Background: an optimization exercise with open tools, aiming at small area, a short achievable clock period and few clock cycles. Do not read the settings as production practice.
RTL that was checked went through simulation tests only; none was proved equivalent to the original.
No activity file was given, so power comes from the tool's default toggle rates.

## v6
// rsu_radix
module rsu_radix (
    input  wire        clk,
    input  wire        rst,         
    input  wire        start,
    input  wire [7:0]  cmd,         
    input  wire [15:0] len,         
    input  wire [63:0] val,         
    output wire        ready,
    input  wire        in_valid,
    input  wire [7:0]  in_data,
    output wire        in_ready,
    output wire        out_valid,
    output wire [7:0]  out_data,
    input  wire        out_ready,
    output reg         done,
    output wire [2:0]  err,
    output wire [15:0] out_len,
    output reg  [63:0] res          
);
clock: 8.0 ns
lec_check: 0
cap_margin: 20
core_margin: 2
core_utilization: 40
setup_slack_margin: 4.8
slew_margin: 20
standard.sh (not shown) runs the stock make flow with config.mk's settings and CLKGATE_MAP_FILE= SYNTH_SCRIPT=/design/flow/synth_recipe.tcl, a recipe that flattens the netlist after the stock synthesis.
==> flow/flow/run.sh <==
#!/bin/bash
# Standard ORFS layout (standard synthesis unchanged), with the port buffers
# made of the smallest plain buffer instead of the default choice.
set -euo pipefail
bash standard.sh BUFFER_PORTS_ARGS="-buffer_cell sky130_fd_sc_hd__buf_1" finish > orfs_flow.log 2>&1
v6 completed every stage of the flow, and the final layout passed the timing, DRC and antenna checks.
diff inputs: v6 => v7
--- a/flow/design.v
+++ b/flow/design.v
@@ -199,35 +199,26 @@
     assign err     = err_r;
     assign out_len = olz ? 16'd0 : outcnt;
     wire last1  = (rem[12:2] == 11'd0) && (t0 ? (rem[1:0] == 2'd2) : (rem[1:0] == 2'd1));
     wire more_n = more && !(used && last1);
     wire ib_v_n = take || (ib_v && !dcons);
     wire sv_n   = sv ? !out_ready : (push && ov && !out_ready);
     wire [3:0] bcnt_n = (cango && enc) ? (ins ? (rbits + 4'd8) : rbits) : bcnt;
     wire sp_n   = (cango && enc) ? (ins ? (m_delim && !first) : 1'b0) : sp;
-    wire [3:0] bc0 = cango ? rbits : bcnt;                
-    wire [3:0] bc1 = rbits + 4'd8;                        
-    wire sp0    = cango ? 1'b0 : sp;
-    wire sp1    = m_delim && !first;
-    wire have0  = m_bin ? (bc0 != 4'd0) : m_hex ? (bc0[3:2] != 2'b00) : (bc0 >= 4'd6);
-    wire full0  = m_bin ? (bc0[3:1] != 3'd0) : m_hex ? bc0[3] : (bc0 == 4'd12);
-    wire have1  = m_bin ? (bc1 != 4'd0) : m_hex ? (bc1[3:2] != 2'b00) : (bc1 >= 4'd6);
-    wire full1  = m_bin ? (bc1[3:1] != 3'd0) : m_hex ? bc1[3] : (bc1 == 4'd12);
-    wire ew0    = !sp0 && !(have0 && full0);
-    wire ew1    = !sp1 && !(have1 && full1);
-    wire ins_s  = !m_int && take;                         
-    wire ewant  = !sv_n && (ins_s ? ew1 : (m_int && ins) ? ew1 : ew0);
-    wire ir_run = !ienc && more_n && (m_dec ? (!ib_v_n || !sv_n) : ewant);
+    wire have_n = m_bin ? (bcnt_n != 4'd0) : m_hex ? (bcnt_n[3:2] != 2'b00) : (bcnt_n >= 4'd6);
+    wire full_n = m_bin ? (bcnt_n[3:1] != 3'd0) : m_hex ? bcnt_n[3] : (bcnt_n == 4'd12);
+    wire ir_run = !ienc && more_n &&
+                  (m_dec ? (!ib_v_n || !sv_n) : (!sv_n && !sp_n && !(have_n && full_n)));
     wire more0  = (len[12:1] != 12'd0) || (len[0] && !in_valid);
     wire ir_acc = !cmd_int_enc && more0 && (cmd_dec || !in_valid || (!cmd_bin && !cmd_hex));
     always @(posedge clk)
         if (rst)
             res <= 64'd0;
-        else if (run && fin_clear && m_dec && m_int && !inval)    
+        else if (fin && m_dec && m_int && !inval)
             res <= sh & wmask;
     always @(posedge clk) begin
         if (rst) begin
             idle <= 1'b1;
             ir   <= 1'b1;
             done <= 1'b0;
             ov   <= 1'b0;
             sv   <= 1'b0;
==> comparison <==
On final critical-path setup slack, v6 beats v7. Going from v6 to v7, area after synthesis has increased; sequential share of layout area has decreased; net switching power of the design has decreased. v6 has lower internal power of the cells than v7. Number of antenna violations at the first check in global routing, v7 and v6: larger value in v7. Taking v6 as the reference point, the first-iteration DRC count of v7 rises by about 35%.
Testbench counts of v7, summed over its fixed seeds: cycles 30,049.
Function not checked in v6: the RTL went through the layout flow alone.

## afterwards: timing with drivers on the ports
The results above use ideal ports. As a check the final layouts listed here were re-extracted and re-timed, cells and wires unchanged.
Step 1: set_driving_cell puts a clkbuf_16 on clk and a buf_2 on each other input, an assumption about the parent block.
Step 2 also shifts input and output timing later by t, the mid clock arrival at the registers, as if the neighbouring blocks saw the same clock.
Three values: ideal ports, drivers, drivers and shift; two values: the first two.
| run | shift t [ns] | slack for setup (ns) | clock arrival spread, ns |
|---|---|---|---|
| v6 | 0.595 | 4.849 / 4.838 / 4.282 | 0.015 / 0.014 |
| v7 | 0.585 | 4.833 / 4.855 / 4.269 | 0.021 / 0.021 |
After both steps every run listed still meets setup and hold. For v6, which loses most, drivers alone change the setup slack by -0.011 ns; drivers and shift together by -0.567 ns.
